From an optimization exercise on the open Yosys and OpenROAD flow, aimed at a short achievable clock period and few clock cycles; shortcuts taken in it are not production practice.
Only simulation tests tie the RTL to the original design; equivalence was not proved.
Power is estimated from default activity; no workload was simulated.

[flow/config.mk]
export PLATFORM = sky130hd
export DESIGN_NAME = raster2d
export DESIGN_NICKNAME = raster2d
export VERILOG_FILES = /design/flow/design.v
export SDC_FILE = /design/flow/constraint.sdc
export NUM_CORES = 4
export LEC_CHECK = 0
export CAP_MARGIN = 20
export CORE_MARGIN = 2
export CORE_UTILIZATION = 40
export SLEW_MARGIN = 20
[flow/constraint.sdc]
create_clock -name core_clock -period 13.0 [get_ports {clk}]
set_input_delay 2.6000 -clock core_clock [delete_from_list [all_inputs] [get_ports {clk}]]
set_output_delay 2.6000 -clock core_clock [all_outputs]
set_load 0.01 [all_outputs]
[flow/design.v]
module raster2d (
    input  wire        clk,
    input  wire        rst,
    input  wire        host_valid,
    output wire        host_ready,
    input  wire [4:0]  host_slot,
    input  wire [3:0]  host_be,
    input  wire [31:0] host_data,
    input  wire [15:0] cfg_base,
    input  wire [15:0] cfg_pitch,
    output wire        mem_req,
    output wire        mem_we,
    output wire [15:0] mem_addr,
    output wire [7:0]  mem_wdata,
    input  wire        mem_ready,
    input  wire [7:0]  mem_rdata,
    output wire        idle
);
    reg [15:0] base_q, pitch_q;
    reg [15:0] pitch_n, pitch7_p, pitch7_n, pitch_pp, pitch_pm, pitch_np, pitch_nm;
    reg [18:0] tile_span;    
    always @(posedge clk) begin
        base_q    <= cfg_base;
        pitch_q   <= cfg_pitch;
        pitch_n   <= 16'd0 - pitch_q;
        pitch7_p  <= {pitch_q[12:0], 3'd0} - pitch_q;
        pitch7_n  <= pitch_q - {pitch_q[12:0], 3'd0};
        pitch_pp  <= pitch_q + 16'd1;
        pitch_pm  <= pitch_q - 16'd1;
        pitch_np  <= 16'd1 - pitch_q;
        pitch_nm  <= ~pitch_q;
        tile_span <= {pitch_q, 3'd0} - {3'd0, pitch_q} + 19'd7;
    end
    reg [40:0] q_mem [0:3];
    reg [1:0]  q_rd, q_wr;
    reg [2:0]  q_cnt;
    assign host_ready = !q_cnt[2];
    reg        fh_v;           
    reg [15:0] fh_oh;          
    reg [3:0]  fh_be;
    reg [31:0] fh_data;
    reg        fh_trig;        
    wire       fe_pop;         
    wire       fh_load = !fh_v || fe_pop;
    wire       q_ne    = (q_cnt != 3'd0);
    wire       q_deq   = fh_load && q_ne;
    wire       h_bypass = fh_load && !q_ne;                  
    wire       q_push  = host_valid && !q_cnt[2] && !h_bypass;
    wire [40:0] q_out  = q_mem[q_rd];
    wire [40:0] f_src  = q_ne ? q_out : {host_slot, host_be, host_data};
    wire [4:0]  f_slot = f_src[40:36];
    always @(posedge clk) begin
        if (q_push)
            q_mem[q_wr] <= {host_slot, host_be, host_data};
        if (fh_load) begin
            fh_oh   <= f_slot[4] ? 16'd0 : (16'd1 << f_slot[3:0]);
            fh_be   <= f_src[35:32];
            fh_data <= f_src[31:0];
            fh_trig <= (f_slot == 5'd6) && f_src[33];
        end
    end
    always @(posedge clk) begin
        if (rst) begin
            q_rd  <= 2'd0;
            q_wr  <= 2'd0;
            q_cnt <= 3'd0;
            fh_v  <= 1'b0;
        end else begin
            if (q_push) q_wr <= q_wr + 2'd1;
            if (q_deq)  q_rd <= q_rd + 2'd1;
            q_cnt <= q_cnt + (q_push ? 3'd1 : 3'd0) - (q_deq ? 3'd1 : 3'd0);
            if (fh_load) fh_v <= q_ne || host_valid;
        end
    end
    reg [15:0] cur_x, cur_y, dest_x, dest_y, err_term, maj_cnt, cmd;
    reg [7:0]  bkgd_color, frgd_color, wrt_mask, rd_mask, color_cmp;
    reg [7:0]  bkgd_mix, frgd_mix;
    reg [11:0] mf_height;
    reg [11:0] clip_t, clip_l, clip_b, clip_r;
    reg [1:0]  mixsel;
    reg        cmp_en, cmp_ne;
    reg [7:0]  mf_latch_lo;
    function [31:0] csa;     
        input [15:0] a, b, c;
        reg   [15:0] s, k;
        begin
            s = a ^ b ^ c;
            k = (a & b) | (a & c) | (b & c);
            csa = {s, k[14:0], 1'b0};
        end
    endfunction
    function [63:0] red18;   
        input [15:0] y;
        input [15:0] p;
        input [15:0] b;
        input [15:0] x;
        reg [287:0] t;
        reg [191:0] l1;
        reg [127:0] l2;
        reg [95:0]  l3;
        reg [63:0]  l4;
        reg [31:0]  r;
        integer n;
        begin
            for (n = 0; n < 16; n = n + 1)
                t[16*n +: 16] = y[n] ? (p << n) : 16'd0;
            t[16*16 +: 16] = b;
            t[16*17 +: 16] = x;
            for (n = 0; n < 6; n = n + 1) begin
                r = csa(t[16*(3*n) +: 16], t[16*(3*n+1) +: 16], t[16*(3*n+2) +: 16]);
                l1[32*n +: 32] = r;
            end
            for (n = 0; n < 4; n = n + 1) begin
                r = csa(l1[16*(3*n) +: 16], l1[16*(3*n+1) +: 16], l1[16*(3*n+2) +: 16]);
                l2[32*n +: 32] = r;
            end
            for (n = 0; n < 2; n = n + 1) begin
                r = csa(l2[16*(3*n) +: 16], l2[16*(3*n+1) +: 16], l2[16*(3*n+2) +: 16]);
                l3[32*n +: 32] = r;
            end
            l3[64 +: 32] = l2[96 +: 32];
            for (n = 0; n < 2; n = n + 1) begin
                r = csa(l3[16*(3*n) +: 16], l3[16*(3*n+1) +: 16], l3[16*(3*n+2) +: 16]);
                l4[32*n +: 32] = r;
            end
            red18 = l4;
        end
    endfunction
    reg [63:0] pc_s1, pd_s1;
    reg [15:0] a_cur, a_dst;
    wire [31:0] pc_r  = csa(pc_s1[63:48], pc_s1[47:32], pc_s1[31:16]);
    wire [31:0] pc_r2 = csa(pc_r[31:16], pc_r[15:0], pc_s1[15:0]);
    wire [31:0] pd_r  = csa(pd_s1[63:48], pd_s1[47:32], pd_s1[31:16]);
    wire [31:0] pd_r2 = csa(pd_r[31:16], pd_r[15:0], pd_s1[15:0]);
    always @(posedge clk) begin
        pc_s1 <= red18(cur_y, pitch_q, base_q, cur_x);
        pd_s1 <= red18(dest_y, pitch_q, base_q, dest_x);
        a_cur <= pc_r2[31:16] + pc_r2[15:0];
        a_dst <= pd_r2[31:16] + pd_r2[15:0];
    end
    reg [33:0] pre_am, pre_g;
    always @(posedge clk) begin
        pre_am <= {{18{dest_y[15]}}, dest_y} - {18'd0, maj_cnt};
        pre_g  <= {{18{dest_y[15]}}, dest_y} - {18'd0, maj_cnt} + {{18{err_term[15]}}, err_term};
    end
    reg  [1:0] stale;      
    wire       fresh = (stale == 2'd0);
    wire       coord_chg;
    reg        e_run;        
    reg        kb;           
    reg [3:0]  w_bk;         
    reg [3:0]  w_v;          
    wire       w_empty = (w_v == 4'd0);
    wire       w_full  = (w_v == 4'hF);
    wire       bank_busy = |(w_v & (kb ? ~w_bk : w_bk));
    reg        k_line, k_rect, k_pat, k_radial;
    reg        k_xpos, k_ypos;
    reg [11:0] k_clt, k_cll, k_clb, k_clr;
    reg        k_needS, k_needD;    
    reg        k_same;              
    reg [56:0] kp0, kp1;
    reg [15:0] gx, gy, gd, gs, gd_row, gs_row, x0;
    reg [15:0] colm1, col_left;
    reg [11:0] row_left;
    reg [2:0]  ii, jj;
    reg [15:0] k_dp, k_dwrap;
    reg [33:0] lg, k_a, k_am;
    reg [15:0] le, lcnt;
    reg [15:0] ln_dm, ln_db, ln_xm, ln_xb, ln_ym, ln_yb;
    wire [15:0] ncmd   = {fh_data[15:8], fh_be[0] ? fh_data[7:0] : cmd[7:0]};
    wire [2:0]  ntype  = fh_data[15:13];
    wire        n_line = (ntype == 3'd1);
    wire        n_rfam = (ntype == 3'd2) || (ntype == 3'd6) || (ntype == 3'd7);
    wire        fe_ok  = !fh_trig ||
                         (!e_run && fresh && !bank_busy && (ntype != 3'd7 || w_empty));
    wire        apply  = fh_v && fe_ok;
    assign      fe_pop = apply;
    wire        maj_nz = (maj_cnt != 16'd0);
    wire        cmd_go = apply && fh_trig && !fh_data[8] &&
                         ((n_line && maj_nz) ||
                          (n_rfam && maj_nz && mf_height != 12'd0));
    function rop_d;    
        input [3:0] m;
        begin
            rop_d = !(m == 4'd1 || m == 4'd2 || m == 4'd4 || m == 4'd7);
        end
    endfunction
    wire n_msel3 = (mixsel == 2'd3);
    wire [56:0] n_kp = {bkgd_color, frgd_color, wrt_mask, rd_mask, color_cmp,
                        bkgd_mix[6:0], frgd_mix[6:0], n_msel3, cmp_en, cmp_ne};
    wire n_needS = n_msel3 || (frgd_mix[6:5] == 2'd3);
    wire n_needD = (wrt_mask != 8'hFF) || rop_d(frgd_mix[3:0]) ||
                   (n_msel3 && rop_d(bkgd_mix[3:0]));
    wire [15:0] n_hs = ncmd[7] ? {4'd0, mf_height} : (16'd0 - {4'd0, mf_height});
    reg        line_act;
    reg [5:0]  dirty;    
    wire        ge      = !k_radial && !lg[33];
    wire [15:0] sx16    = k_xpos ? 16'd1 : 16'hFFFF;
    wire [15:0] sy16    = k_ypos ? 16'd1 : 16'hFFFF;
    wire        cx_in   = !gx[15] && ({4'd0, k_cll} <= gx) && (gx <= {4'd0, k_clr});
    wire        cy_in   = !gy[15] && ({4'd0, k_clt} <= gy) && (gy <= {4'd0, k_clb});
    wire        in_clip = cx_in && cy_in;
    wire        x_away  = k_xpos ? (!gx[15] && gx > {4'd0, k_clr})
                                 : (gx[15] || gx < {4'd0, k_cll});
    wire        y_away  = k_ypos ? (!gy[15] && gy > {4'd0, k_clb})
                                 : (gy[15] || gy < {4'd0, k_clt});
    wire        row_skip = !k_line && x_away && (col_left[15:14] == 2'b00);
    wire        rect_out = !k_line && y_away;
    wire        gen_adv = e_run && !w_full && !rect_out;
    wire        alloc   = gen_adv && in_clip;
    wire        l_last  = (lcnt == 16'd0);
    wire        c_last  = (col_left == 16'd0);
    wire        r_last  = (row_left == 12'd0);
    wire        iwrap   = k_xpos ? (ii == 3'd7) : (ii == 3'd0);
    wire        jwrap   = k_ypos ? (jj == 3'd7) : (jj == 3'd0);
    wire [15:0] l_x_nx  = gx + (ge ? ln_xb : ln_xm);
    wire [15:0] l_y_nx  = gy + (ge ? ln_yb : ln_ym);
    wire [15:0] l_e_nx  = ge ? lg[15:0] : (le + k_a[15:0]);
    wire        wb_line = gen_adv && k_line && l_last;
    wire [15:0] p_dst = gd;
    wire [15:0] p_src = (k_line || k_rect) ? gd : gs;
    reg [3:0]  w_is, w_id;  
    reg [3:0]  w_ws, w_wd;  
    reg [3:0]  w_hz;        
    reg [3:0]  w_fb;        
    reg [15:0] w_dst [0:3];
    reg [15:0] w_src [0:3];
    reg [7:0]  w_sv  [0:3];
    reg [7:0]  w_dv  [0:3];
    reg [3:0]  ap, hp, rp;  
    function [15:0] sel16;
        input [3:0]  oh;
        input [15:0] a0, a1, a2, a3;
        begin
            sel16 = ({16{oh[0]}} & a0) | ({16{oh[1]}} & a1) |
                    ({16{oh[2]}} & a2) | ({16{oh[3]}} & a3);
        end
    endfunction
    function [7:0] sel8;
        input [3:0] oh;
        input [7:0] a0, a1, a2, a3;
        begin
            sel8 = ({8{oh[0]}} & a0) | ({8{oh[1]}} & a1) |
                   ({8{oh[2]}} & a2) | ({8{oh[3]}} & a3);
        end
    endfunction
    function [3:0] rot;
        input [3:0] oh;
        begin
            rot = {oh[2:0], oh[3]};
        end
    endfunction
    reg        rt_v, rt_fs, rt_fd;
    reg [3:0]  rt_oh;
    wire n_rs = k_needS && !k_same;
    wire n_rd = k_needD || (k_same && k_needS);
    reg  n_hzs, n_hzd;
    integer hk;
    always @(*) begin
        n_hzs = 1'b0;
        n_hzd = 1'b0;
        for (hk = 0; hk < 4; hk = hk + 1) begin
            if (w_v[hk] && w_dst[hk] == p_src) n_hzs = 1'b1;
            if (w_v[hk] && w_dst[hk] == p_dst) n_hzd = 1'b1;
        end
    end
    reg  [7:0]  pc_data [0:63];
    reg  [63:0] pc_val;
    reg  [15:0] k_tb;                  
    reg  [5:0]  w_tix [0:3];           
    reg  [3:0]  w_inr;                 
    reg         fp_v;                  
    reg  [3:0]  fp_oh;
    wire [5:0]  p_tix  = {jj, ii};
    wire        n_hit  = k_pat && pc_val[p_tix] && !n_hzs;
    wire [15:0] p_rel  = p_dst - k_tb;
    wire        p_inr  = ({3'd0, p_rel} <= tile_span);
    wire        n_rs2  = n_rs && !n_hit;
    wire        n_hz   = (n_rs2 && n_hzs) || (n_rd && n_hzd);
    wire [5:0]  fp_tix = w_tix[0] & {6{fp_oh[0]}} | w_tix[1] & {6{fp_oh[1]}} |
                         w_tix[2] & {6{fp_oh[2]}} | w_tix[3] & {6{fp_oh[3]}};
    wire        h_bk    = |(hp & w_bk);
    wire [56:0] hpar    = h_bk ? kp1 : kp0;
    wire [7:0]  q_bcol  = hpar[56:49];
    wire [7:0]  q_fcol  = hpar[48:41];
    wire [7:0]  q_wmask = hpar[40:33];
    wire [7:0]  q_rmask = hpar[32:25];
    wire [7:0]  q_ccmp  = hpar[24:17];
    wire [6:0]  q_bmix  = hpar[16:10];
    wire [6:0]  q_fmix  = hpar[9:3];
    wire        q_msel3 = hpar[2];
    wire        q_cen   = hpar[1];
    wire        q_cne   = hpar[0];
    wire [7:0]  h_sv  = sel8(hp, w_sv[0], w_sv[1], w_sv[2], w_sv[3]);
    wire [7:0]  h_dv  = sel8(hp, w_dv[0], w_dv[1], w_dv[2], w_dv[3]);
    wire        h_fg  = q_msel3 ? ((h_sv & q_rmask) != 8'd0) : 1'b1;
    wire [6:0]  h_mix = h_fg ? q_fmix : q_bmix;
    reg  [7:0]  h_s;
    always @(*) begin
        case (h_mix[6:5])
            2'd0:    h_s = q_bcol;
            2'd1:    h_s = q_fcol;
            2'd2:    h_s = 8'h00;
            default: h_s = h_sv;
        endcase
    end
    function [7:0] rop;
        input [3:0] mode;
        input [7:0] d;
        input [7:0] s;
        begin
            case (mode)
                4'd0:  rop = ~d;
                4'd1:  rop = 8'h00;
                4'd2:  rop = 8'hFF;
                4'd3:  rop = d;
                4'd4:  rop = ~s;
                4'd5:  rop = s ^ d;
                4'd6:  rop = ~(s ^ d);
                4'd7:  rop = s;
                4'd8:  rop = ~s | ~d;
                4'd9:  rop = d | ~s;
                4'd10: rop = ~d | s;
                4'd11: rop = s | d;
                4'd12: rop = s & d;
                4'd13: rop = s & ~d;
                4'd14: rop = ~s & d;
                default: rop = ~s & ~d;
            endcase
        end
    endfunction
    wire [7:0] h_val  = (rop(h_mix[3:0], h_dv, h_s) & q_wmask) | (h_dv & ~q_wmask);
    wire       h_eq   = ((h_s ^ q_ccmp) & q_rmask) == 8'd0;
    wire       h_skip = q_cne ? !h_eq : h_eq;
    wire       h_rdy  = |(hp & w_v & ~w_ws & ~w_wd);
    reg        skq_v, skq;
    reg        o_v, o_we, o_fs, o_fd;
    reg [15:0] o_addr;
    reg [7:0]  o_wd;
    reg [3:0]  o_oh;
    reg        s_v, s_we, s_fs, s_fd;
    reg [15:0] s_addr;
    reg [7:0]  s_wd;
    reg [3:0]  s_oh;
    wire push_ok = !s_v;
    wire do_wr   = h_rdy && push_ok && (!q_cen || (skq_v && !skq));
    wire retire  = h_rdy && (q_cen ? (skq_v && (skq || push_ok)) : push_ok);
    wire r_v     = |(rp & w_v);
    wire r_is    = |(rp & w_is);
    wire r_id    = |(rp & w_id);
    wire r_hz    = |(rp & w_hz);
    wire r_fb    = |(rp & w_fb);
    wire r_pend  = r_is || r_id;
    wire rd_av   = r_v && r_pend && (!r_hz || (rp == hp));
    wire do_rd   = rd_av && push_ok && !do_wr;
    wire rp_adv  = r_v && (!r_pend || (do_rd && !(r_is && r_id)));
    wire        n_v    = do_wr || do_rd;
    wire [15:0] h_dst  = sel16(hp, w_dst[0], w_dst[1], w_dst[2], w_dst[3]);
    wire [15:0] r_dst  = sel16(rp, w_dst[0], w_dst[1], w_dst[2], w_dst[3]);
    wire [15:0] r_src  = sel16(rp, w_src[0], w_src[1], w_src[2], w_src[3]);
    wire [15:0] n_addr = do_wr ? h_dst : (r_is ? r_src : r_dst);
    wire [7:0]  n_wd   = h_val;
    wire        n_fs   = r_is || r_fb;
    wire        n_fd   = !r_is;
    wire pop    = o_v && mem_ready;
    wire o_load = !o_v || pop;
    assign mem_req   = o_v;
    assign mem_we    = o_we;
    assign mem_addr  = o_addr;
    assign mem_wdata = o_wd;
    always @(posedge clk) begin
        if (rst) begin
            o_v <= 1'b0;
            s_v <= 1'b0;
            rt_v <= 1'b0;
            skq_v <= 1'b0;
        end else begin
            rt_v <= pop && !o_we;
            skq_v <= h_rdy && !retire;
            if (o_load) begin
                if (s_v) begin
                    o_v <= 1'b1;
                    s_v <= 1'b0;
                end else begin
                    o_v <= n_v;
                end
            end else if (n_v) begin
                s_v <= 1'b1;
            end
        end
        skq    <= h_skip;
        rt_oh  <= o_oh;
        rt_fs  <= o_fs;
        rt_fd  <= o_fd;
        if (o_load) begin
            if (s_v) begin
                o_we <= s_we; o_addr <= s_addr; o_wd <= s_wd;
                o_oh <= s_oh; o_fs <= s_fs; o_fd <= s_fd;
            end else begin
                o_we <= do_wr; o_addr <= n_addr; o_wd <= n_wd;
                o_oh <= rp; o_fs <= n_fs; o_fd <= n_fd;
            end
        end
        if (!s_v) begin
            s_we <= do_wr; s_addr <= n_addr; s_wd <= n_wd;
            s_oh <= rp; s_fs <= n_fs; s_fd <= n_fd;
        end
    end
    integer wi;
    always @(posedge clk) begin
        for (wi = 0; wi < 4; wi = wi + 1) begin
            if (alloc && ap[wi]) begin
                w_dst[wi] <= p_dst;
                w_src[wi] <= p_src;
                w_tix[wi] <= p_tix;
                if (n_hit) w_sv[wi] <= pc_data[p_tix];
            end
            if (rt_v && rt_oh[wi]) begin
                if (rt_fs) w_sv[wi] <= mem_rdata;
                if (rt_fd) w_dv[wi] <= mem_rdata;
            end
        end
        fp_oh <= rt_oh;
        if (fp_v) pc_data[fp_tix] <= sel8(fp_oh, w_sv[0], w_sv[1], w_sv[2], w_sv[3]);
    end
    always @(posedge clk) begin
        if (rst) begin
            fp_v   <= 1'b0;
            pc_val <= 64'd0;
        end else begin
            fp_v <= rt_v && rt_fs && k_pat;
            if (fp_v) pc_val[fp_tix] <= 1'b1;
            if ((cmd_go && ntype == 3'd7) || (do_wr && |(hp & w_inr)))
                pc_val <= 64'd0;
        end
    end
    always @(posedge clk) begin
        if (rst) begin
            w_v <= 4'd0; w_is <= 4'd0; w_id <= 4'd0; w_ws <= 4'd0; w_wd <= 4'd0;
            ap <= 4'd1; hp <= 4'd1; rp <= 4'd1;
        end else begin
            if (retire) begin
                w_v <= w_v & ~hp;
                hp <= rot(hp);
            end
            if (do_rd) begin
                if (r_is) w_is <= w_is & ~rp;
                else      w_id <= w_id & ~rp;
            end
            if (rp_adv) rp <= rot(rp);
            if (rt_v) begin
                if (rt_fs) w_ws <= w_ws & ~rt_oh;
                if (rt_fd) w_wd <= w_wd & ~rt_oh;
            end
            if (alloc) begin
                for (wi = 0; wi < 4; wi = wi + 1) begin
                    if (ap[wi]) begin
                        w_v[wi]   <= 1'b1;
                        w_is[wi]  <= n_rs2;
                        w_id[wi]  <= n_rd;
                        w_ws[wi]  <= k_needS && !n_hit;
                        w_wd[wi]  <= k_needD || (k_same && k_needS);
                        w_inr[wi] <= p_inr;
                        w_hz[wi]  <= n_hz;
                        w_fb[wi]  <= k_same;
                        w_bk[wi]  <= kb;
                    end
                end
                ap <= rot(ap);
            end
        end
    end
    assign coord_chg = wb_line || (cmd_go && n_rfam) ||
                       (apply && (|fh_oh[5:0]));
    wire [15:0] n_sx = ncmd[5] ? 16'd1 : 16'hFFFF;
    wire [15:0] n_sy = ncmd[7] ? 16'd1 : 16'hFFFF;
    wire [15:0] n_dp = ncmd[7] ? pitch_q : pitch_n;
    reg  [15:0] n_ux, n_uy, n_ud;    
    always @(*) begin
        case (ncmd[7:5])
            3'd0: begin n_ux = 16'd1;    n_uy = 16'd0;    n_ud = 16'd1;    end
            3'd1: begin n_ux = 16'd1;    n_uy = 16'hFFFF; n_ud = pitch_np; end
            3'd2: begin n_ux = 16'd0;    n_uy = 16'hFFFF; n_ud = pitch_n;  end
            3'd3: begin n_ux = 16'hFFFF; n_uy = 16'hFFFF; n_ud = pitch_nm; end
            3'd4: begin n_ux = 16'hFFFF; n_uy = 16'd0;    n_ud = 16'hFFFF; end
            3'd5: begin n_ux = 16'hFFFF; n_uy = 16'd1;    n_ud = pitch_pm; end
            3'd6: begin n_ux = 16'd0;    n_uy = 16'd1;    n_ud = pitch_q;  end
            default: begin n_ux = 16'd1; n_uy = 16'd1;    n_ud = pitch_pp; end
        endcase
    end
    always @(posedge clk) begin
        if (rst) begin
            cur_x <= 16'd0; cur_y <= 16'd0; dest_x <= 16'd0; dest_y <= 16'd0;
            err_term <= 16'd0; maj_cnt <= 16'd0; cmd <= 16'd0;
            bkgd_color <= 8'd0; frgd_color <= 8'd0; wrt_mask <= 8'd0;
            rd_mask <= 8'd0; color_cmp <= 8'd0; bkgd_mix <= 8'd0; frgd_mix <= 8'd0;
            mf_height <= 12'd0; clip_t <= 12'd0; clip_l <= 12'd0;
            clip_b <= 12'd0; clip_r <= 12'd0; mixsel <= 2'd0;
            cmp_en <= 1'b0; cmp_ne <= 1'b0; mf_latch_lo <= 8'd0;
            e_run <= 1'b0;
            kb <= 1'b0;
            line_act <= 1'b0;
            dirty <= 6'd0;
            stale <= 2'b11;
        end else begin
            stale <= {stale[0], coord_chg};
            if (rect_out && e_run) begin
                e_run <= 1'b0;
            end else if (gen_adv) begin
                if (k_line) begin
                    gx   <= l_x_nx;
                    gy   <= l_y_nx;
                    gd   <= gd + (ge ? ln_db : ln_dm);
                    lg   <= lg + (ge ? k_am : k_a);
                    le   <= l_e_nx;
                    lcnt <= lcnt - 16'd1;
                    if (l_last) e_run <= 1'b0;
                end else if (c_last || row_skip) begin
                    col_left <= colm1;
                    row_left <= row_left - 12'd1;
                    gx     <= x0;
                    gy     <= gy + sy16;
                    gd     <= gd_row + k_dp;
                    gd_row <= gd_row + k_dp;
                    ii     <= 3'd0;
                    jj     <= jj + sy16[2:0];
                    if (k_pat) begin
                        gs     <= gs_row + (jwrap ? k_dwrap : k_dp);
                        gs_row <= gs_row + (jwrap ? k_dwrap : k_dp);
                    end else begin
                        gs     <= gs_row + k_dp;
                        gs_row <= gs_row + k_dp;
                    end
                    if (r_last) e_run <= 1'b0;
                end else begin
                    col_left <= col_left - 16'd1;
                    gx <= gx + sx16;
                    gd <= gd + sx16;
                    ii <= ii + sx16[2:0];
                    if (k_pat && iwrap)
                        gs <= gs + (k_xpos ? 16'hFFF9 : 16'd7);
                    else
                        gs <= gs + sx16;
                end
            end
            if (cmd_go) begin
                k_line   <= n_line;
                k_rect   <= (ntype == 3'd2);
                k_pat    <= (ntype == 3'd7);
                k_radial <= ncmd[3];
                k_xpos   <= ncmd[5];
                k_ypos   <= ncmd[7];
                if (kb) kp0 <= n_kp;
                else    kp1 <= n_kp;
                kb       <= !kb;
                k_clt    <= clip_t;
                k_cll    <= clip_l;
                k_clb    <= clip_b;
                k_clr    <= clip_r;
                k_needS  <= n_needS;
                k_needD  <= n_needD;
                k_same   <= n_line || (ntype == 3'd2);
                k_dp     <= n_dp;
                k_a      <= {{18{dest_y[15]}}, dest_y};
                k_am     <= pre_am;
                lg       <= pre_g;
                le       <= err_term;
                k_dwrap  <= ncmd[7] ? pitch7_n : pitch7_p;
                if (ncmd[3]) begin
                    ln_xm <= n_ux; ln_xb <= n_ux;
                    ln_ym <= n_uy; ln_yb <= n_uy;
                    ln_dm <= n_ud; ln_db <= n_ud;
                end else begin
                    ln_xm <= ncmd[6] ? 16'd0 : n_sx;
                    ln_ym <= ncmd[6] ? n_sy : 16'd0;
                    ln_xb <= n_sx;
                    ln_yb <= n_sy;
                    ln_dm <= ncmd[6] ? n_dp : n_sx;
                    ln_db <= ncmd[7] ? (ncmd[5] ? pitch_pp : pitch_pm)
                                     : (ncmd[5] ? pitch_np : pitch_nm);
                end
                lcnt     <= maj_cnt;
                colm1    <= maj_cnt - 16'd1;
                col_left <= maj_cnt - 16'd1;
                row_left <= mf_height - 12'd1;
                ii       <= 3'd0;
                jj       <= 3'd0;
                if (n_line || ntype == 3'd2) begin
                    gx <= cur_x; gy <= cur_y; x0 <= cur_x;
                    gd <= a_cur; gd_row <= a_cur;
                end else begin
                    gx <= dest_x; gy <= dest_y; x0 <= dest_x;
                    gd <= a_dst; gd_row <= a_dst;
                end
                gs <= a_cur; gs_row <= a_cur; k_tb <= a_cur;
                e_run <= 1'b1;
                line_act <= n_line;
                dirty <= 6'd0;
            end
            if (wb_line) begin
                line_act <= 1'b0;
                if (!dirty[0]) cur_x[7:0]  <= l_x_nx[7:0];
                if (!dirty[1]) cur_x[15:8] <= l_x_nx[15:8];
                if (!dirty[2]) cur_y[7:0]  <= l_y_nx[7:0];
                if (!dirty[3]) cur_y[15:8] <= l_y_nx[15:8];
                if (!k_radial) begin
                    if (!dirty[4]) err_term[7:0]  <= l_e_nx[7:0];
                    if (!dirty[5]) err_term[15:8] <= l_e_nx[15:8];
                end
            end
            if (cmd_go && n_rfam) begin
                cur_y <= cur_y + n_hs;
                if (ntype != 3'd2) dest_y <= dest_y + n_hs;
            end
            if (apply) begin
                if (line_act && !wb_line) begin
                    if (fh_oh[0]) dirty[1:0] <= dirty[1:0] | fh_be[1:0];
                    if (fh_oh[1]) dirty[3:2] <= dirty[3:2] | fh_be[1:0];
                    if (fh_oh[4]) dirty[5:4] <= dirty[5:4] | fh_be[1:0];
                end
                if (fh_oh[0]) begin
                    if (fh_be[0]) cur_x[7:0]  <= fh_data[7:0];
                    if (fh_be[1]) cur_x[15:8] <= fh_data[15:8];
                end
                if (fh_oh[1]) begin
                    if (fh_be[0]) cur_y[7:0]  <= fh_data[7:0];
                    if (fh_be[1]) cur_y[15:8] <= fh_data[15:8];
                end
                if (fh_oh[2]) begin
                    if (fh_be[0]) dest_x[7:0]  <= fh_data[7:0];
                    if (fh_be[1]) dest_x[15:8] <= fh_data[15:8];
                end
                if (fh_oh[3]) begin
                    if (fh_be[0]) dest_y[7:0]  <= fh_data[7:0];
                    if (fh_be[1]) dest_y[15:8] <= fh_data[15:8];
                end
                if (fh_oh[4]) begin
                    if (fh_be[0]) err_term[7:0]  <= fh_data[7:0];
                    if (fh_be[1]) err_term[15:8] <= fh_data[15:8];
                end
                if (fh_oh[5]) begin
                    if (fh_be[0]) maj_cnt[7:0]  <= fh_data[7:0];
                    if (fh_be[1]) maj_cnt[15:8] <= fh_data[15:8];
                end
                if (fh_oh[6]) begin
                    if (fh_be[0]) cmd[7:0]  <= fh_data[7:0];
                    if (fh_be[1]) cmd[15:8] <= fh_data[15:8];
                end
                if (fh_oh[8]  && fh_be[0]) bkgd_color <= fh_data[7:0];
                if (fh_oh[9]  && fh_be[0]) frgd_color <= fh_data[7:0];
                if (fh_oh[10] && fh_be[0]) wrt_mask   <= fh_data[7:0];
                if (fh_oh[11] && fh_be[0]) rd_mask    <= fh_data[7:0];
                if (fh_oh[12] && fh_be[0]) color_cmp  <= fh_data[7:0];
                if (fh_oh[13] && fh_be[0]) bkgd_mix   <= fh_data[7:0];
                if (fh_oh[14] && fh_be[0]) frgd_mix   <= fh_data[7:0];
                if (fh_oh[15]) begin
                    if (fh_be[0]) mf_latch_lo <= fh_data[7:0];
                    if (fh_be[1]) begin
                        case (fh_data[15:12])
                            4'h0: mf_height <= {fh_data[11:8], fh_be[0] ? fh_data[7:0] : mf_latch_lo};
                            4'h1: clip_t    <= {fh_data[11:8], fh_be[0] ? fh_data[7:0] : mf_latch_lo};
                            4'h2: clip_l    <= {fh_data[11:8], fh_be[0] ? fh_data[7:0] : mf_latch_lo};
                            4'h3: clip_b    <= {fh_data[11:8], fh_be[0] ? fh_data[7:0] : mf_latch_lo};
                            4'h4: clip_r    <= {fh_data[11:8], fh_be[0] ? fh_data[7:0] : mf_latch_lo};
                            4'hA: mixsel    <= fh_be[0] ? fh_data[7:6] : mf_latch_lo[7:6];
                            4'hE: begin
                                cmp_en <= fh_data[8];
                                cmp_ne <= fh_be[0] ? fh_data[7] : mf_latch_lo[7];
                            end
                            default: ;
                        endcase
                    end
                end
            end
        end
    end
    assign idle = !fh_v && !q_ne && !e_run && w_empty && !o_v && !s_v;
endmodule
[flow/run.sh]
#!/bin/bash
# synth_recipe.tcl (not shown) runs the flow's synth.tcl, then flattens the netlist and writes it again
# the make line also repeats each setting of config.mk as NAME=value (left out here)
make -C /OpenROAD-flow-scripts/flow DESIGN_CONFIG=/design/flow/config.mk WORK_HOME=/design/flow/orfs CLKGATE_MAP_FILE= SYNTH_SCRIPT=/design/flow/synth_recipe.tcl finish
==> results.json, run 1 <==
{
  "io_buffers": 94,
  "r2r_end": "o_wd[1]",
  "synthArstFlopShare_pct": 0,
  "arrival_ns": 6.64,
  "worst_pin_slew_ns": 1.24,
  "mappedNetlistNets": 10400,
  "hold_violations": 0,
  "clkPwrFrac_pct": 39.2,
  "setup_viol": 0,
  "fin_crit_ns": 6.11,
  "grt_pass1_wl_mm": 461,
  "yosysMostFrequentCell": "edfxtp_1",
  "p_int_mw": 12.5,
  "power_density_nw_per_um2": 143,
  "core_area_um2": 270000,
  "path_cells": "a22oi_4, nand2_2, buf_4, mux2_2, a2111oi_4, nand3_4, and3_1, a311o_1, and2_1, nand2b_1, nor2_1, a2111oi_0",
  "gp_congestion": 0.899,
  "drv_cap": 0,
  "vias": 74300,
  "netlist_top_cells_count": "edfxtp_1, nand2_1, dfxtp_1",
  "avgSynthCellArea_um2": 11.4,
  "final_util_pct": 44.8,
  "drtIter0Drc": 6853,
  "area_delta_synth_final_pct": 11.8,
  "hold_end": "rt_oh[0]",
  "reg2reg_slack_ns": 6.89,
  "h-tree-depth": 4,
  "status": "no timing/DRC/antenna violations",
  "slowest_stage": "dfxtp_1",
  "fin_skew_ns": 0.0864,
  "synth_edf_count": 1386,
  "start_util_pct": 40.1,
  "ys_top_cells_by_area": "edfxtp_1, dfxtp_1, ha_1",
  "synth.ff_latch_count": 2137,
  "numCtsBuffers": 234,
  "slew_headroom_pct": 17.2,
  "synth_top_area_share_pct": 38.4,
  "grt_antenna_before_repair": 12,
  "clock_latency_ns": 0.92,
  "hold_class": "register to register",
  "maxSlewViolCount": 0,
  "holdPathStages": 0,
  "cts-resized-gates": 0,
  "ys_warn_count": 6,
  "cts_tree": "built",
  "drtAntennaViolNets": 0,
  "cts_buffer_depth": 4,
  "power_switching_mw": 4.85,
  "grt_max_degree": 89,
  "post-cts-setup-buffers": 0,
  "hold_path_startpoint": "o_oh[0]",
  "holdBufCountCts": 0,
  "drc": 0,
  "grt_setup_unrepaired": "false",
  "syn_area_um2": 108000,
  "routedWlPerCell_um": 23.1,
  "die_w_um": 524,
  "dr.pass1.iters": 5,
  "wirelength_mm": 307,
  "fp.dieH_um": 524,
  "layout-drive-gt1-share_pct": 8.61,
  "cp_max_fo": 44,
  "synthFlopType": "edfxtp_1",
  "ys_seq_area_share_pct": 52.3,
  "irDropWorstVdd_uv": 122,
  "fmax_mhz": 164,
  "path_class": "register to register",
  "cts.sinks": 2137,
  "synthCells": 9513,
  "gr-usage-all-layers_pct": 21.9,
  "final.setup.tns_ns": 0,
  "max_stage_delay_ns": 0.93,
  "grt_pass1_vias": 74100,
  "sequentialPowerShare_pct": 45.6,
  "grt.overflow.total": 0,
  "r2r_start": "hp[2]",
  "p_sw_share_pct": 28.0,
  "num_rows": 191,
  "startpoint_type": "register",
  "leakagePower_nw": 44.9,
  "combPwrFrac_pct": 15.1,
  "root_buffer": "clkbuf_16",
  "min_period_over_period_pct": 47.0,
  "hpwl_mm": 209,
  "io_pins": 113,
  "routed_via_density": 5.59,
  "end_kind": "register",
  "layout.nets": 10400,
  "design.die.area_um2": 275000,
  "clk_pin_slew_ns": 0.06,
  "ys_types": 99,
  "yosysTopAreaCell": "edfxtp_1",
  "r2r_cells": 12,
  "required_ns": 13.53
}
## routing by layer
metal	up-vias	track usage [%]	wire length, um
met2	2412	35.9	143000
met3	548	2.79	17700
met4	0	7.54	11300
met1	36900	30.0	135000
li1	34400	-	-
met5	-	0	0
## state kept, by name, summed over array words and instances, names as in the netlist, 18 cells and up, named ones only
register   flops
pd_s1         56
pc_s1         56
kp1           55
w_dv          32
q_mem         92
pc_data      512
pre_g         19
pre_am        18
w_tix         24
lg            34
pc_val        64
tile_span     18
w_src         64
kp0           55
k_am          18
w_sv          32
w_dst         64
## power groups by stage
stage	Clock (mW)	Combinational (mW)	Sequential (mW)
after floorplan	0	1.67	7.84
after global placement	0	2.56	8.03
after detailed placement	0	2.59	8.04
after CTS	6.90	2.61	7.90
after global routing	7.17	2.83	7.91
final	6.79	2.62	7.90
## placed cells by master, fill, tap and decap left out, types with 51 or more instances in the layout
cell type and n:
o21ai_0 327, o21bai_1 62, o22ai_1 55, nor2_1 671
a31oi_1 59, edfxtp_1 1386, fa_1 245, nand3_1 277
nor3_1 148, and2_1 169, clkbuf_1 51, ha_1 530
xnor2_1 409, mux4_2 122, buf_4 153, clkinv_2 51
clkbuf_16 243, o21a_1 54, nand2_1 924, o221ai_1 81
xor2_1 220, a211oi_1 116, a22oi_1 182, a21o_1 93
mux2i_1 312, mux2_2 83, dfxtp_1 747, nand4_1 55
a21oi_1 650, inv_1 474, clkdlybuf4s50_1 93, nor2b_1 58
## per-stage QoR
stage	total power, mW	instances	hold slack [ns]	area, um2	setup WS, ns
detailed placement	10.6	12900	0.327	113000	6.97
CTS	17.4	13300	0.346	121000	6.87
global route	17.9	13300	0.351	121000	6.47
finish	17.3	13300	0.343	121000	6.89
floorplan	9.52	9513	0.323	108000	0.239
global placement	10.6	12900	0.329	113000	6.97
## worst max path at each step
stage | startpoint | to | slack (ns) | cells past startpoint
3_5_place_dp | hp[2] | o_wd[1] | 6.97 | 12
5_1_grt | hp[2] | o_wd[1] | 6.47 | 12
4_1_cts | hp[2] | o_wd[1] | 6.87 | 12
3_3_place_gp | hp[2] | o_wd[1] | 6.97 | 12
6_report | hp[2] | o_wd[1] | 6.89 | 12
2_1_floorplan | rst | colm1[0] | 0.24 | 4
## cell families (layout without fill, tap and decap cells)
group | after synthesis | after routing | synth area share (%)
other | 0 | 7 | 0
AOI/OAI and AO/OA | 1933 | 1933 | 11.5
and+or+nand+nor | 2563 | 2563 | 10.7
buffers and inverters | 954 | 1161 | 3.39
adders and majority gates | 775 | 775 | 10.7
DFF | 2137 | 2137 | 52.3
xor gates and xnor gates | 629 | 629 | 5.09
muxes | 522 | 522 | 6.34
## area by class of cell
class / count / area, um2
clock inverter: 115 / 1280
tap: 3570 / 4470
clock buffer: 315 / 6560
multi-input combinational: 6422 / 48100
timing repair buffer: 248 / 2110
antenna: 7 / 17.5
sequential: 2137 / 56700
fill: 24600 / 149000
inverter: 483 / 1810
## worst max-delay path, delay by kind of cell, from the launching register on
family	cells	cell delay [ns]
flops	1	0.93
buf+inv	1	0.41
mux	1	0.43
simple gates	6	1.66
compound gates	4	2.27
Testbench counts, summed over its fixed seeds: cycles 125,221.
==> run 2: changes to the inputs <==
==> flow/flow/run.sh (new file) <==
#!/bin/bash
# Standard synthesis and layout (the standard.sh), with the timing
# repair steps aiming at a shorter period than the clock's (setup margin).
set -euo pipefail
export SETUP_SLACK_MARGIN=9
bash standard.sh synth > synth.log 2>&1
bash standard.sh > layout.log 2>&1
==> flow/standard.sh (new file) <==
#!/bin/bash
# synth_recipe.tcl (not shown) runs the flow's synth.tcl, then flattens the netlist and writes it again
# the make line also repeats each setting of config.mk as NAME=value (left out here)
make -C /OpenROAD-flow-scripts/flow DESIGN_CONFIG=/design/flow/config.mk WORK_HOME=/design/flow/orfs CLKGATE_MAP_FILE= SYNTH_SCRIPT=/design/flow/synth_recipe.tcl "${@:-finish}"
--- a/flow/config.mk
+++ b/flow/config.mk
@@ -5,6 +5,7 @@
 export SDC_FILE = /design/flow/constraint.sdc
 export NUM_CORES = 4
 export LEC_CHECK = 0
+export ABC_CLOCK_PERIOD_IN_PS = 3500
 export CAP_MARGIN = 20
 export CORE_MARGIN = 2
 export CORE_UTILIZATION = 40
removed: flow/run.sh
==> run 2 against run 1 <==
Register-to-register slack better by 1.6 ns; worst hold slack got worse by 0.0056 ns; first-iteration DRC count increased by 5.2%; clock-buffer cell count is 4 higher; sequential power about the same; sequential share of layout area decreased by 2.5 points; combinational power increased by 11%; global-route usage is 1.3 points higher; clock skew up 0.024 ns; utilization rose by 2.5 points.
==> results.json, run 2 <==
{
  "end_kind": "primary output",
  "h-tree-depth": 4,
  "synthFlopType": "edfxtp_1",
  "busiest_layer": "met2",
  "area_delta_synth_final_pct": 18.1,
  "ys_seq_area_share_pct": 52.3,
  "power_density_nw_per_um2": 138,
  "hold_violations": 0,
  "hpwl_mm": 211,
  "final_area_um2": 128000,
  "grt_antenna_before_repair": 9,
  "finalWorstSetupSlack_ns": 8.38,
  "setup_viol": 0,
  "multiInputGateArea_um2": 51100,
  "irDropWorstVdd_uv": 122,
  "drv_cap": 0,
  "fp.dieH_um": 524,
  "fin_skew_ns": 0.110,
  "maxSlewViolCount": 0,
  "most-common-layout-cells": "edfxtp_1, nand2_1, dfxtp_1, nor2_1, a21oi_1",
  "cp_top_family": "simple AND/OR/NAND/NOR gates",
  "wirelength_mm": 332,
  "gp_congestion": 0.924,
  "ys_top_cells_by_area": "edfxtp_1, dfxtp_1, ha_1",
  "synth_edf_count": 1386,
  "leakagePower_nw": 47.5,
  "root_buffer": "clkbuf_16",
  "die_w_um": 524,
  "path_buf_inv": 2,
  "yosysMostFrequentCell": "edfxtp_1",
  "grt_setup_unrepaired": "true",
  "gr-usage-all-layers_pct": 23.2,
  "grt_max_degree": 86,
  "syn_area_um2": 108000,
  "start_util_pct": 40.1,
  "synthCells": 9513,
  "holdBufCountCts": 0,
  "core_area_um2": 270000,
  "numCtsBuffers": 236,
  "ys_warn_count": 6,
  "max_stage_delay_ns": 0.35,
  "routed_via_density": 5.65,
  "final.setup.tns_ns": 0,
  "startpoint_type": "register",
  "status": "no timing/DRC/antenna violations",
  "place_ws_ns": 7.30,
  "fin_crit_ns": 4.62,
  "netlist_top_cells_count": "edfxtp_1, nand2_1, dfxtp_1",
  "hold_slack_ns": 0.337,
  "cts_tree": "built",
  "reg2reg_slack_ns": 8.52,
  "finalPower_mw": 17.7,
  "synthArstFlopShare_pct": 0,
  "min_period_over_period_pct": 35.6,
  "io_pins": 113,
  "drtIter0Drc": 7206,
  "dr.pass1.iters": 6,
  "path_class": "register to primary output",
  "avgSynthCellArea_um2": 11.4,
  "required_ns": 10.40,
  "layout.nets": 10700,
  "synth.ff_latch_count": 2137,
  "slew_headroom_pct": 19.6,
  "grt_use_met3_pct": 3.09,
  "largest_register_ffs": 512,
  "largest-register": "pc_data",
  "hold_class": "register to register",
  "yosysTopAreaCell": "edfxtp_1",
  "clock_latency_ns": 0.93,
  "dpl_cell_area_um2": 113000,
  "cts_buffer_depth": 4,
  "top_regs": "pc_data (512), q_mem (92)",
  "cts.sinks": 2137,
  "ys_types": 99,
  "num_rows": 191,
  "drtAntennaViolNets": 0,
  "grt.overflow.total": 0,
  "n_fill_cell": 24000,
  "cp_max_fo": 2,
  "vias": 77000,
  "path_cells": "nor4_4, buf_4, and3_4, buf_6",
  "seqCellArea_um2": 56700,
  "grt_pass1_wl_mm": 484,
  "drc": 0,
  "fmax_mhz": 216,
  "design.die.area_um2": 275000,
  "met1_usage_pct": 31.0,
  "layout_commonest_cell": "edfxtp_1",
  "arrival_ns": 2.02,
  "clk_pin_slew_ns": 0.06,
  "slowest_stage": "dfxtp_4",
  "use_met2_pct": 38.2,
  "worst_pin_slew_ns": 1.20,
  "synth_top_area_share_pct": 38.4,
  "routedWlPerCell_um": 24.3,
  "mappedNetlistNets": 10400,
  "io_buffers": 94,
  "layout-drive-gt1-share_pct": 15.8,
  "grt_pass1_vias": 76300
}
-- run 2: cell counts after synthesis --
No cell type changed its count.
-- run 2: worst paths after layout --
check / start / end / depth (start not counted)
setup / recovery: w_v[2] / idle / 4
hold / removal: o_oh[2] / rt_oh[2] / 0
setup reg to reg: k_radial / lg[28] / 23
hold reg to reg: o_oh[2] / rt_oh[2] / 0
-- run 2: cells by family after synthesis --
group | after synthesis | share of synthesized area [%]
AOI/OAI and AO/OA | 1933 | 11.5
xor gates and xnor gates | 629 | 5.09
adders and majority gates | 775 | 10.7
muxes | 522 | 6.34
DFF | 2137 | 52.3
buffers and inverters | 954 | 3.39
and+or+nand+nor | 2563 | 10.7
-- run 2: power breakdown --
group,switching [mW],leakage (nW),internal (mW)
sequential,0.334,18.6,7.59
clock,2.82,3.87,4.04
combinational,1.86,25.0,1.04
total,5.02,47.5,12.7
-- run 2: layout make-up --
type                            count  area share (%)
Multi-Input combinational cell   6433            40.0
Antenna cell                       10          0.0196
Timing Repair Buffer              562            4.50
Timing Repair inverter              1         0.00391
Inverter                          483            1.47
Tap cell                         3570            3.49
Clock inverter                    115           0.982
Clock buffer                      319            5.24
Sequential cell                  2137            44.3
-- run 2: repair_timing --
action,in CTS,in global routing
gates cloned,24,12
endpoints found under the setup margin,1253,662
setup buffers,193,102
pin swaps,149,181
resized for setup,510,350
-- run 2: stage by stage --
| step | utilization (%) | instances |
|---|---|---|
| after detailed placement | 42.0 | 12900 |
| after CTS | 46.3 | 13500 |
| after floorplan | - | 9513 |
| final | 47.4 | 13600 |
| after global routing | 47.3 | 13600 |
| after global placement | 42.0 | 12900 |
-- run 2: per-layer routing --
metal,part of all wire (%),wire length [um],up-vias
li1,-,-,35100
met1,42,139000,38500
met2,47,156000,2803
met3,6.7,22100,652
met4,4.3,14400,0
met5,0,0,-

==> port drivers added, routing unchanged <==
Ports are ideal in the flow. The routed layouts listed here were re-timed in OpenROAD.
Step 1 (the two cells are an assumption about what drives the block):
set clk [get_ports {clk}]
set_driving_cell -lib_cell sky130_fd_sc_hd__clkbuf_16 $clk
set_driving_cell -lib_cell sky130_fd_sc_hd__buf_2 [delete_from_list [all_inputs] $clk]
Step 2 also shifts input and output timing later by t, the mid clock arrival at the registers, as if the neighbouring blocks saw the same clock.
a / b / c = ideal ports / drivers / drivers and shift; a / b = the first two.
| run | t, ns | slack for setup (ns) | clock arrival spread, ns | slew at the worst register clock pin (ns) |
|---|---|---|---|---|
| run 1 | 0.968 | 6.892 / 6.892 / 6.892 | 0.090 / 0.089 | 0.07 / 0.07 |
| run 2 | 0.973 | 8.378 / 8.287 / 8.226 | 0.114 / 0.115 | 0.07 / 0.07 |
After both steps every run listed still meets setup and hold. For run 2, which loses most, drivers alone change the setup slack by -0.091 ns; drivers and shift together by -0.152 ns.
